Background: an optimization exercise with open tools, aiming at small area, a short achievable clock period and few clock cycles per item. Do not read the settings as production practice. In this exercise RTL edits were held to simulation tests only and were not proved equivalent to the original.

--- flow/design.v ---
module elephant_diffuser (
    input  wire         clk,
    input  wire         rst,
    input  wire         cmd_valid,
    output wire         cmd_ready,
    input  wire         cmd_inv,
    input  wire [2:0]   cmd_nblk,
    input  wire [255:0] cmd_tweak,
    input  wire         in_valid,
    output wire         in_ready,
    input  wire [31:0]  in_data,
    output wire         out_valid,
    input  wire         out_ready,
    output wire [31:0]  out_data
);
    localparam [2:0] S_IDLE   = 3'd0,
                     S_LOAD   = 3'd1,
                     S_SWEEP1 = 3'd2,
                     S_SWEEP2 = 3'd3,
                     S_UNLOAD = 3'd4;
    reg  [2:0]  state;
    reg         inv;           
    reg  [5:0]  wpu;           
    reg  [31:0] twk [0:7];     
    reg  [31:0] w   [0:31];    
    reg  [4:0]  idx;           
    reg  [4:0]  t;             
    reg  [2:0]  pass;          
    wire [4:0] last = wpu[4:0] - 5'd1;
    assign cmd_ready = (state == S_IDLE);
    assign in_ready  = (state == S_LOAD);
    assign out_valid = (state == S_UNLOAD);
    wire [31:0] salt = twk[idx[2:0]] ^ {27'd0, idx};
    assign out_data = inv ? (w[idx] ^ salt) : w[idx];
    wire sweep_b = (state == S_SWEEP1) ^ inv;
    reg [7:0] x1, x2;
    reg [4:0] s1, s2;
    always @* begin
        if (sweep_b) begin
            x1 = {3'd0, t} + 8'd2;
            x2 = {3'd0, t} + 8'd5;
        end else begin
            x1 = {3'd0, t} + {1'b0, wpu, 1'b0} - 8'd2;
            x2 = {3'd0, t} + {1'b0, wpu, 1'b0} - 8'd5;
        end
        if (x1 >= {2'd0, wpu}) x1 = x1 - {2'd0, wpu};
        if (x1 >= {2'd0, wpu}) x1 = x1 - {2'd0, wpu};
        if (x2 >= {2'd0, wpu}) x2 = x2 - {2'd0, wpu};
        if (x2 >= {2'd0, wpu}) x2 = x2 - {2'd0, wpu};
        s1 = x1[4:0];
        s2 = x2[4:0];
    end
    wire [31:0] src2 = w[s2];
    reg  [31:0] rot;
    always @* begin
        case ({sweep_b, t[1:0]})
            3'b0_00: rot = {src2[22:0], src2[31:23]};    
            3'b0_10: rot = {src2[18:0], src2[31:19]};    
            3'b1_01: rot = {src2[21:0], src2[31:22]};    
            3'b1_11: rot = {src2[6:0],  src2[31:7]};     
            default: rot = src2;
        endcase
    end
    wire [31:0] delta  = w[s1] ^ rot;
    wire [31:0] stepped = inv ? (w[t] + delta) : (w[t] - delta);
    wire [2:0] npass = sweep_b ? 3'd5 : 3'd3;
    wire       wrap  = inv ? (t == last) : (t == 5'd0);
    wire       sweep_done = wrap && (pass == npass - 3'd1);
    integer k;
    always @(posedge clk) begin
        if (rst) begin
            state <= S_IDLE;
        end else begin
            case (state)
            S_IDLE: if (cmd_valid) begin
                inv   <= cmd_inv;
                wpu   <= {1'b0, cmd_nblk, 2'b00} + 6'd4;
                for (k = 0; k < 8; k = k + 1)
                    twk[k] <= cmd_tweak[32*k +: 32];
                idx   <= 5'd0;
                state <= S_LOAD;
            end
            S_LOAD: if (in_valid) begin
                w[idx] <= inv ? in_data : (in_data ^ salt);
                if (idx == last) begin
                    state <= S_SWEEP1;
                    pass  <= 3'd0;
                    t     <= inv ? 5'd0 : last;
                end
                idx <= idx + 5'd1;
            end
            S_SWEEP1, S_SWEEP2: begin
                w[t] <= stepped;
                if (wrap) begin
                    t    <= inv ? 5'd0 : last;
                    pass <= pass + 3'd1;
                end else begin
                    t    <= inv ? t + 5'd1 : t - 5'd1;
                end
                if (sweep_done) begin
                    pass <= 3'd0;
                    if (state == S_SWEEP1) begin
                        state <= S_SWEEP2;
                    end else begin
                        state <= S_UNLOAD;
                        idx   <= 5'd0;
                    end
                end
            end
            S_UNLOAD: if (out_ready) begin
                idx <= idx + 5'd1;
                if (idx == last)
                    state <= S_IDLE;
            end
            default: state <= S_IDLE;
            endcase
        end
    end
endmodule
--- flow/run.sh ---
#!/bin/bash
# synth_recipe.tcl (not shown) runs the flow's synth.tcl, then flattens the netlist and writes it again
# the make line also repeats each setting of config.mk as NAME=value (left out here)
make -C /OpenROAD-flow-scripts/flow DESIGN_CONFIG=/design/flow/config.mk WORK_HOME=/design/flow/orfs CLKGATE_MAP_FILE= SYNTH_SCRIPT=/design/flow/synth_recipe.tcl finish
--- flow/config.mk ---
export PLATFORM = sky130hd
export DESIGN_NAME = elephant_diffuser
export DESIGN_NICKNAME = elephant_diffuser
export VERILOG_FILES = /design/flow/design.v
export SDC_FILE = /design/flow/constraint.sdc
export NUM_CORES = 4
export LEC_CHECK = 0
export ABC_CLOCK_PERIOD_IN_PS = 10000
export CAP_MARGIN = 20
export CORE_MARGIN = 2
export CORE_UTILIZATION = 30
export SETUP_SLACK_MARGIN = 1.0
export SLEW_MARGIN = 20
--- flow/constraint.sdc ---
create_clock -name core_clock -period 14.0 [get_ports {clk}]
set_input_delay 2.8000 -clock core_clock [delete_from_list [all_inputs] [get_ports {clk}]]
set_output_delay 2.8000 -clock core_clock [all_outputs]
set_load 0.01 [all_outputs]
==> flow_summary.json <==
{
  "synth_edf_count": 1298,
  "hold_viol_final": 0,
  "fin_util_pct": 35.2,
  "status": "timing/DRC/antenna clean",
  "endpoint": "w[19][28]",
  "r2r-end": "w[19][28]",
  "route.detailed.drc": 0,
  "grt_max_degree": 109,
  "initial_core_util_pct": 30.1,
  "cts.sinks": 1311,
  "cp.required_ns": 14.58,
  "skew_ns": 0.0602,
  "critPathKind": "reg2reg",
  "grt_pass1_vias": 63900,
  "grt_pass1_wl_um": 532000,
  "die_x_um": 539,
  "n_fill_cell": 27100,
  "r2r_setup_slack_ns": 1.59,
  "cp_slowest_cell": "fa_1",
  "drt_wl_total_um": 390000,
  "worst_setup_path_start_kind": "register",
  "rr_worst_depth": 49,
  "syn_area_mm2": 0.0859,
  "drt_pass1_iterations": 7,
  "synth_ff_type": "edfxtp_1",
  "netlist.area_leader.share_pct": 45.4,
  "port_buffers": 331,
  "dp_hpwl_um": 258000,
  "synth_seq_cells": 1311,
  "cts_root_buffer": "clkbuf_16",
  "slew_headroom_pct": 15.2,
  "avgSynthCellArea_um2": 14.0,
  "holdBufCountCts": 0,
  "numCtsBuffers": 150,
  "yosysSeqAreaShare_pct": 45.7,
  "max_stage_delay_ns": 0.66,
  "routed_via_density": 6.59,
  "syn_nets": 6497,
  "placed_cell_area_mm2": 0.0946,
  "ant_nets": 0,
  "antenna_found_initial": 35,
  "critPathMaxFanout": 16,
  "finalSetupViolations": 0,
  "drt_iter0_drc": 11500,
  "synthTopCellsByArea": "edfxtp_1, mux4_2, nand2_1",
  "r2r-start": "t[4]",
  "crit_arrival_ns": 13.00,
  "design_area_mm2": 0.100,
  "insertion_delay_ns": 0.88,
  "rsz0062_at_grt": "false",
  "syn2layout_area_growth_pct": 16.7,
  "syn-instance-count": 6124,
  "layout-drive-gt1-share_pct": 30.1,
  "overflow": 0,
  "drv_slew": 0,
  "grtUsageTotal_pct": 26.0,
  "yosys_warnings": 2,
  "gp_congestion": 1.04,
  "io_pins": 332,
  "clk_pin_slew_ns": 0.07,
  "clockBufferDepth": 3,
  "fin_crit_sh_pct": 88.7,
  "final_nets": 6759,
  "max-cap-violations": 0,
  "vias": 67700,
  "cpMostUsedCell": "o21ai_0",
  "hold_class": "reg2reg",
  "core_mm2": 0.285,
  "fin_setup_tns_ns": 0,
  "tritoncts": "built",
  "tightest_slew_ns": 1.26,
  "fin_crit_ns": 12.41,
  "synth_area_leader_cell": "edfxtp_1",
  "worstHoldPathCells": 1,
  "die_area_mm2": 0.291,
  "end_kind": "register",
  "fp.dieH_um": 539,
  "cp-startpoint": "t[4]",
  "htreeDepth": 4,
  "yosysUniqueCellTypes": 114,
  "async_flop_share_pct": 0,
  "routedWlPerCell_um": 38.0,
  "timing.fmax_ghz": 0.0806,
  "num_rows": 196
}
[cell usage after synthesis (40+ instances only)]
| cell | count |
|---|---|
| edfxtp_1 | 1298 |
| mux4_2 | 1068 |
| nand2_1 | 719 |
| clkbuf_1 | 284 |
| a21oi_1 | 247 |
| o21ai_0 | 214 |
| nor2_1 | 195 |
| mux2i_1 | 168 |
| nand3_1 | 154 |
| a31oi_1 | 145 |
| buf_2 | 132 |
| and3_1 | 117 |
| buf_1 | 111 |
| mux2_2 | 102 |
| xor2_1 | 89 |
| xnor2_1 | 85 |
| ha_1 | 69 |
| inv_1 | 57 |
| nand4_1 | 51 |
| nor3_1 | 49 |
| o211ai_1 | 45 |
| a22oi_1 | 40 |
[placed cells by master (no fill, tap or decap), types with 27 or more instances in the layout]
cell                n
or2_2              39
nand4_1            51
buf_4             310
ha_1               68
inv_1              55
clkdlybuf4s50_1   331
nand2_1           717
a31oi_1           135
o21ai_0           199
a222oi_1           32
nand3_1           153
a211oi_1           27
mux2_2            101
and3_1            117
nor2_4             38
mux4_2           1068
nor2_1            158
edfxtp_1         1298
clkbuf_16         151
a22oi_1            38
xnor2_1            84
mux2i_1           161
xor2_1             88
clkbuf_1           28
a21oi_1           237
o211ai_1           45
nor3_1             47
[flip-flops by register name (all words and copies together) (netlist names), named ones only]
name	flops
idx	5
inv	1
pass	3
state	3
t	5
twk	256
w	1024
wpu	4
[worst max-delay path: cells and delay by family, from the launching register on]
| kind | cells | cell delay (ns) |
|---|---|---|
| xor gates and xnor gates | 3 | 0.62 |
| buffers and inverters | 8 | 1.50 |
| DFF | 1 | 0.46 |
| AOI/OAI and AO/OA | 26 | 5.55 |
| muxes | 1 | 0.27 |
| and+or+nand+nor | 6 | 1.66 |
| adders and majority gates | 5 | 1.99 |
[metal layers]
layer | track usage, % | part of all wire, %
met5 | 0 | 0.072
met1 | 32.9 | 36
met2 | 38.5 | 43
met3 | 9.61 | 14
met4 | 13.9 | 6.3
[worst min path at each step]
stage	from	endpoint	slack (ns)
detailed placement	pass[0]	pass[0]	0.60
global route	pass[0]	pass[0]	0.64
floorplan	pass[0]	pass[0]	0.56
global placement	state[2]	state[2]	0.58
CTS	pass[0]	pass[0]	0.61
finish	pass[0]	pass[0]	0.62
[what timing repair did]
| action | 4_1_cts | 5_1_grt |
|---|---|---|
| resized for setup | 7 | 31 |
| pin swaps | 2 | 9 |
| setup endpoints to repair | 96 | 274 |
| gates cloned | 1 | 3 |
| buffers inserted | 3 | 23 |
[cell type report]
class                      instances  area [um^2]  share of cell area, %
multi-input combinational       4193        44800                   44.7
sequential                      1311        39300                   39.2
timing repair buffer             665         6080                   6.07
tap                             3762         4710                   4.70
clock buffer                     179         3880                   3.88
clock inverter                    91         1150                   1.15
inverter                          65          263                  0.262
antenna                            5         12.5                 0.0125
[cell families (layout without fill, tap and decap cells)]
logic type | Yosys count | count (layout) | synth area share, %
adders and majority gates | 76 | 76 | 1.17
muxes | 1341 | 1341 | 31.4
buffers and inverters | 624 | 1000 | 3.11
other | 0 | 5 | 0
DFF | 1311 | 1311 | 45.7
xor gates and xnor gates | 179 | 179 | 1.89
and+or+nand+nor | 1467 | 1468 | 7.92
AOI/OAI and AO/OA | 1126 | 1129 | 8.86
[per-stage QoR]
step	cells	hold slack [ns]	setup slack, ns
floorplan	6124	0.556	1.13
global placement	9962	0.585	0.513
detailed placement	9962	0.600	0.501
CTS	10200	0.612	1.03
global route	10300	0.636	1.09
finish	10300	0.621	1.59
Testbench counts, summed over its fixed seeds: cycles 72,144, units 384.

-- static timing again, ports no longer ideal --
The results above use ideal ports. As a check the final layout listed here was re-extracted and re-timed, cells and wires unchanged. Step 1 assumes that a clkbuf_16 drives the clock port and a buf_2 every other input. Step 2, shift: input delay + t, output delay - t, t = (earliest + latest rising clock arrival at the registers) / 2. This alone moves slack from input paths to output paths. a / b / c = no drivers / after step 1 / after step 2; a / b = the first two.
t (ns): 0.938
slack for setup (ns): 1.589 / 1.589 / 1.589
worst setup path at the end: register to register
After both steps this run still meets setup and hold. The setup slack of this run moves by 0.000 ns with the drivers and by 0.000 ns with both steps.
